Background: an optimization exercise with open tools, aiming at small area and few clock cycles. Do not read the settings as production practice. Function was checked by simulation only, so behaviour that the tests miss may differ from the original. Power figures rest on the tool's default switching activity, not on a simulated workload.

## P
==> flow/design.v <==
module mnp_crc_step (
    input  wire [15:0] crc_in,
    input  wire [7:0]  octet,
    output wire [15:0] crc_out
);
    wire [7:0] d = crc_in[7:0] ^ octet;
    wire       p = ^d;
    assign crc_out = {8'h00, crc_in[15:8]}
                   ^ {d, 6'b0} ^ {1'b0, d, 7'b0}
                   ^ {p, p, 13'b0, p};
endmodule
module mnp_txf (
    input  wire       clk,
    input  wire       rst,
    input  wire       in_valid,
    output wire       in_ready,
    input  wire       in_end,
    input  wire [7:0] in_data,
    output wire       out_valid,
    input  wire       out_ready,
    output reg  [7:0] out_data
);
    localparam [7:0] SYN = 8'h16, DLE = 8'h10, STX = 8'h02, ETX = 8'h03;
    localparam [2:0] T_SYN   = 3'd0,
                     T_DLE   = 3'd1,
                     T_STX   = 3'd2,
                     T_DATA  = 3'd3,
                     T_STUFF = 3'd4,
                     T_ETX   = 3'd5,
                     T_FCSLO = 3'd6,
                     T_FCSHI = 3'd7;
    reg  [2:0]  state;
    reg  [15:0] crc;
    wire in_state = (state == T_SYN) || (state == T_DATA);
    assign out_valid = in_state ? in_valid : 1'b1;
    assign in_ready  = out_ready && (state == T_DATA);
    wire   fire      = out_valid && out_ready;
    reg  [7:0]  crc_octet;
    wire [15:0] crc_next;
    mnp_crc_step u_crc (.crc_in(crc), .octet(crc_octet), .crc_out(crc_next));
    always @* begin
        case (state)
            T_DATA:  crc_octet = in_data;
            T_ETX:   crc_octet = ETX;
            default: crc_octet = crc[7:0];
        endcase
    end
    wire crc_hold = (state == T_STUFF) || (state == T_DATA && in_end);
    always @* begin
        case (state)
            T_SYN:   out_data = SYN;
            T_DLE:   out_data = DLE;
            T_STX:   out_data = STX;
            T_DATA:  out_data = in_end ? DLE : in_data;
            T_STUFF: out_data = DLE;
            T_ETX:   out_data = ETX;
            default: out_data = crc[7:0];
        endcase
    end
    always @(posedge clk) begin
        if (fire && !crc_hold)
            crc <= crc_next;
        if (rst) begin
            state <= T_SYN;
        end else if (fire) begin
            case (state)
                T_SYN:   state <= T_DLE;
                T_DLE:   state <= T_STX;
                T_STX:   state <= T_DATA;
                T_DATA:  state <= in_end ? T_ETX : (in_data == DLE) ? T_STUFF : T_DATA;
                T_STUFF: state <= T_DATA;
                T_ETX:   state <= T_FCSLO;
                T_FCSLO: state <= T_FCSHI;
                default: state <= T_SYN;
            endcase
        end
    end
endmodule
module mnp_rxd (
    input  wire        clk,
    input  wire        rst,
    input  wire        in_valid,
    output wire        in_ready,
    input  wire        in_eos,
    input  wire [7:0]  in_data,
    output wire        out_valid,
    output wire [7:0]  out_data,
    output wire        done_valid,
    output reg  [2:0]  done_status,
    output wire [7:0]  done_kind,
    output wire [7:0]  done_seq,
    output wire [7:0]  done_credit,
    output wire [10:0] done_len
);
    localparam [7:0] SYN = 8'h16, DLE = 8'h10, STX = 8'h02, ETX = 8'h03;
    localparam [2:0] ST_GOOD = 3'd0,
                     ST_CRC  = 3'd1,
                     ST_ESC  = 3'd2,
                     ST_OVF  = 3'd3,
                     ST_EOS  = 3'd4;
    localparam [2:0] R_HUNT0 = 3'd0,
                     R_HUNT1 = 3'd1,
                     R_HUNT2 = 3'd2,
                     R_DATA  = 3'd4,
                     R_ESC   = 3'd5,
                     R_FCS1  = 3'd6,
                     R_FCS2  = 3'd7;
    localparam [3:0] C_OTHER = 4'b0000,
                     C_LR    = 4'b0001,
                     C_LD    = 4'b0010,
                     C_LT    = 4'b0100,
                     C_LA    = 4'b0101,
                     C_P0    = 4'b1000,   
                     C_E1    = 4'b1001,   
                     C_E2    = 4'b1010,   
                     C_T     = 4'b1011,   
                     C_LTW   = 4'b1100,   
                     C_LAW1  = 4'b1101,   
                     C_LAW2  = 4'b1110;   
    reg  [2:0]  state;
    reg  [15:0] crc;
    reg  [10:0] cnt;        
    reg  [3:0]  cls;
    reg  [7:0]  seq;
    reg  [7:0]  credit;
    assign in_ready = 1'b1;
    wire hunt   = !state[2];
    wire is_dle = (in_data == DLE);
    wire is_etx = (in_data == ETX);
    wire full   = cnt[10];    
    wire app = in_valid && !in_eos &&
               ((state == R_DATA && !is_dle) || (state == R_ESC && is_dle));
    wire esc_err = state == R_ESC && !is_dle && !is_etx;
    wire [15:0] crc_next;
    mnp_crc_step u_crc (.crc_in(crc), .octet(in_data), .crc_out(crc_next));
    wire crc_ok = (crc_next == 16'h0000);
    assign out_valid  = app && !full;
    assign out_data   = in_data;
    assign done_valid = in_valid &&
                        (in_eos || esc_err || (app && full) || state == R_FCS2);
    always @* begin
        if (in_eos)
            done_status = ST_EOS;
        else if (state == R_FCS2)
            done_status = crc_ok ? ST_GOOD : ST_CRC;
        else if (esc_err)
            done_status = ST_ESC;
        else
            done_status = ST_OVF;
    end
    wire open_cls = cls[3];
    assign done_kind   = {5'b0, cls[2:0] & {3{!open_cls}}};
    assign done_seq    = seq & {8{!open_cls && cls[2]}};
    assign done_credit = credit & {8{!open_cls && cls[2] && cls[0]}};
    assign done_len    = cnt;
    reg [3:0] cls_next;
    always @* begin
        case (cls)
            C_P0:    cls_next = (in_data == 8'hFF) ? C_E1 : C_T;
            C_E1:    cls_next = C_E2;
            C_E2:    cls_next = C_T;
            C_T: begin
                case (in_data)
                    8'h01:   cls_next = C_LR;
                    8'h02:   cls_next = C_LD;
                    8'h04:   cls_next = C_LTW;
                    8'h05:   cls_next = C_LAW1;
                    default: cls_next = C_OTHER;
                endcase
            end
            C_LTW:   cls_next = C_LT;
            C_LAW1:  cls_next = C_LAW2;
            C_LAW2:  cls_next = C_LA;
            default: cls_next = cls;
        endcase
    end
    always @(posedge clk) begin
        if (hunt) begin
            crc <= 16'h0000;
            cnt <= 11'd0;
            cls <= C_P0;
        end else begin
            if (in_valid && !(state == R_DATA && is_dle))
                crc <= crc_next;
            if (app) begin
                cnt <= cnt + 11'd1;
                cls <= cls_next;
            end
        end
        if (app && (cls == C_LTW || cls == C_LAW1))
            seq <= in_data;
        if (app && cls == C_LAW2)
            credit <= in_data;
        if (rst) begin
            state <= R_HUNT0;
        end else if (in_valid) begin
            if (in_eos) begin
                state <= R_HUNT0;
            end else begin
                case (state)
                    R_HUNT0: state <= (in_data == SYN) ? R_HUNT1 : R_HUNT0;
                    R_HUNT1: state <= is_dle ? R_HUNT2 : R_HUNT0;
                    R_HUNT2: state <= (in_data == STX) ? R_DATA : R_HUNT0;
                    R_DATA:  state <= is_dle ? R_ESC : full ? R_HUNT0 : R_DATA;
                    R_ESC:   state <= is_etx ? R_FCS1 :
                                      (!is_dle || full) ? R_HUNT0 : R_DATA;
                    R_FCS1:  state <= R_FCS2;
                    R_FCS2:  state <= R_HUNT0;
                    default: state <= R_HUNT0;
                endcase
            end
        end
    end
endmodule
module mnp_codec (
    input  wire        clk,
    input  wire        rst,
    input  wire        tx_in_valid,
    output wire        tx_in_ready,
    input  wire        tx_in_end,
    input  wire [7:0]  tx_in_data,
    output wire        tx_out_valid,
    input  wire        tx_out_ready,
    output wire [7:0]  tx_out_data,
    input  wire        rx_in_valid,
    output wire        rx_in_ready,
    input  wire        rx_in_eos,
    input  wire [7:0]  rx_in_data,
    output wire        rx_out_valid,
    output wire [7:0]  rx_out_data,
    output wire        rx_done_valid,
    output wire [2:0]  rx_done_status,
    output wire [7:0]  rx_done_kind,
    output wire [7:0]  rx_done_seq,
    output wire [7:0]  rx_done_credit,
    output wire [10:0] rx_done_len
);
    mnp_txf u_txf (
        .clk(clk), .rst(rst),
        .in_valid(tx_in_valid), .in_ready(tx_in_ready),
        .in_end(tx_in_end), .in_data(tx_in_data),
        .out_valid(tx_out_valid), .out_ready(tx_out_ready),
        .out_data(tx_out_data)
    );
    mnp_rxd u_rxd (
        .clk(clk), .rst(rst),
        .in_valid(rx_in_valid), .in_ready(rx_in_ready),
        .in_eos(rx_in_eos), .in_data(rx_in_data),
        .out_valid(rx_out_valid), .out_data(rx_out_data),
        .done_valid(rx_done_valid), .done_status(rx_done_status),
        .done_kind(rx_done_kind), .done_seq(rx_done_seq),
        .done_credit(rx_done_credit), .done_len(rx_done_len)
    );
endmodule
==> flow/config.mk <==
export PLATFORM = sky130hd
export DESIGN_NAME = mnp_codec
export DESIGN_NICKNAME = mnp_codec
export VERILOG_FILES = /design/flow/design.v
export SDC_FILE = /design/flow/constraint.sdc
export NUM_CORES = 4
export LEC_CHECK = 0
export CAP_MARGIN = 20
export CORE_MARGIN = 2
export CORE_UTILIZATION = 40
export PLACE_DENSITY = 0.6
export SLEW_MARGIN = 20
==> flow/constraint.sdc <==
create_clock -name core_clock -period 5.0 [get_ports {clk}]
set_input_delay 1.0000 -clock core_clock [delete_from_list [all_inputs] [get_ports {clk}]]
set_output_delay 1.0000 -clock core_clock [all_outputs]
set_load 0.01 [all_outputs]
run.sh (not shown) runs the stock make flow with config.mk's settings and CLKGATE_MAP_FILE= SYNTH_SCRIPT=/design/flow/synth_recipe.tcl, a recipe that flattens the netlist after the stock synthesis.
Testbench counts of P, summed over its fixed seeds: cycles 23,945.
## Diff of input files: Q against P
==> flow/flow/run.sh (new file) <==
#!/bin/bash
# Standard ORFS layout with two changes: port buffers use the smallest
# buffer cell, and clock tree synthesis uses small clock buffers in large
# clusters without dummy loads. Each step's full output goes to its own log.
set -euo pipefail
bash standard.sh \
  "BUFFER_PORTS_ARGS=-buffer_cell sky130_fd_sc_hd__buf_1" \
  "CTS_ARGS=-sink_clustering_enable -repair_clock_nets -buf_list sky130_fd_sc_hd__clkbuf_4 -sink_clustering_size 30 -sink_clustering_max_diameter 100 -dont_use_dummy_load" \
  finish > standard.log 2>&1
==> flow/standard.sh (new file) <==
#!/bin/bash
# synth_recipe.tcl (not shown) runs the flow's synth.tcl, then flattens the netlist and writes it again
# the make line also repeats each setting of config.mk as NAME=value (left out here)
make -C /OpenROAD-flow-scripts/flow DESIGN_CONFIG=/design/flow/config.mk WORK_HOME=/design/flow/orfs CLKGATE_MAP_FILE= SYNTH_SCRIPT=/design/flow/synth_recipe.tcl "${@:-finish}"
removed: flow/run.sh
==> run notes <==
- Q completed end to end with timing, DRC and antenna clean.
- Looking only at post-layout minimum cycle time, and setting everything else aside, the lower value of P and Q goes to Q.
- Fmax | Q vs P | Q faster
- Sort P and Q by post-route met1 wirelength asc -> top: Q
- In Q, the count of clock-buffer cells in the layout came out 3 below the value in P.
- Looking at most common cell after layout, fill and taps aside, the sky130_fd_sc_hd__clkdlybuf4s50_1 result is from P; the sky130_fd_sc_hd__buf_1 one comes from Q.
- Comparing P and Q, the higher portion of total power attributed to sequential cells was measured on Q.
- Going from P to Q, the post-route fraction of the period consumed by the critical path was found to have gone down by 13 points.
- Diff P -> Q: proportion of final cell area spent on non-clock buffers went down; sequential share of cell area went up.
- Q vs. P: wire length shows a reduction of 780 um; switching power share of the total shows an increase of 1.7 points; worst setup slack shows an increase of 0.64 ns.
Input changes introduced in R (baseline for comparison: Q):
- putting CTS_CLUSTER_SIZE at 30 where nothing was set
- putting CTS_BUF_LIST at sky130_fd_sc_hd__clkbuf_4 where nothing was set
- putting CTS_CLUSTER_DIAMETER at 100 where nothing was set
==> flow/run.sh (new file) <==
#!/bin/bash
# synth_recipe.tcl (not shown) runs the flow's synth.tcl, then flattens the netlist and writes it again
# the make line also repeats each setting of config.mk as NAME=value (left out here)
make -C /OpenROAD-flow-scripts/flow DESIGN_CONFIG=/design/flow/config.mk WORK_HOME=/design/flow/orfs CLKGATE_MAP_FILE= SYNTH_SCRIPT=/design/flow/synth_recipe.tcl finish
removed: flow/flow/run.sh
removed: flow/standard.sh
--- outcome ---
R ended with every stage complete and zero timing, DRC or antenna violations.
Combinational cell fraction of total power, Q and R, higher one = Q.
sky130_fd_sc_hd__clkdlybuf4s50_1 as the most common cell after layout, fill and taps aside was reported by R, and sky130_fd_sc_hd__buf_1 by Q.
Compared with Q, in R clock insertion delay at the later pin of the skew report ~0 delta; cell count +13; sequential cell area ~0 delta; wire length on met2 +about 11%.

[afterwards: timing with drivers on the ports]
The flow's constraints put no driver on any port. The routed layouts listed below were extracted and timed again, unchanged, in two steps. Step 1 (the two cells are an assumption about what drives the block):
set clk [get_ports {clk}]
set_driving_cell -lib_cell sky130_fd_sc_hd__clkbuf_16 $clk
set_driving_cell -lib_cell sky130_fd_sc_hd__buf_2 [delete_from_list [all_inputs] $clk]
Step 2 also shifts input and output timing later by t, the mid clock arrival at the registers, as if the neighbouring blocks saw the same clock. Slacks: ideal / step 1 / step 2; pairs: ideal / step 1.
run	shift t [ns]	setup slack, ns	latest minus earliest clock arrival (ns)	worst data-port slew with drivers (ns)
P	0.367	0.196 / 0.173 / 0.173	0.013 / 0.014	0.04
Q	0.420	0.832 / 0.807 / 0.807	0.036 / 0.036	0.04
R	0.432	0.198 / 0.175 / 0.175	0.021 / 0.021	0.04
After both steps setup and hold are still met in every run listed. For Q, which loses most, drivers alone change the setup slack by -0.025 ns; drivers and shift together by -0.025 ns.
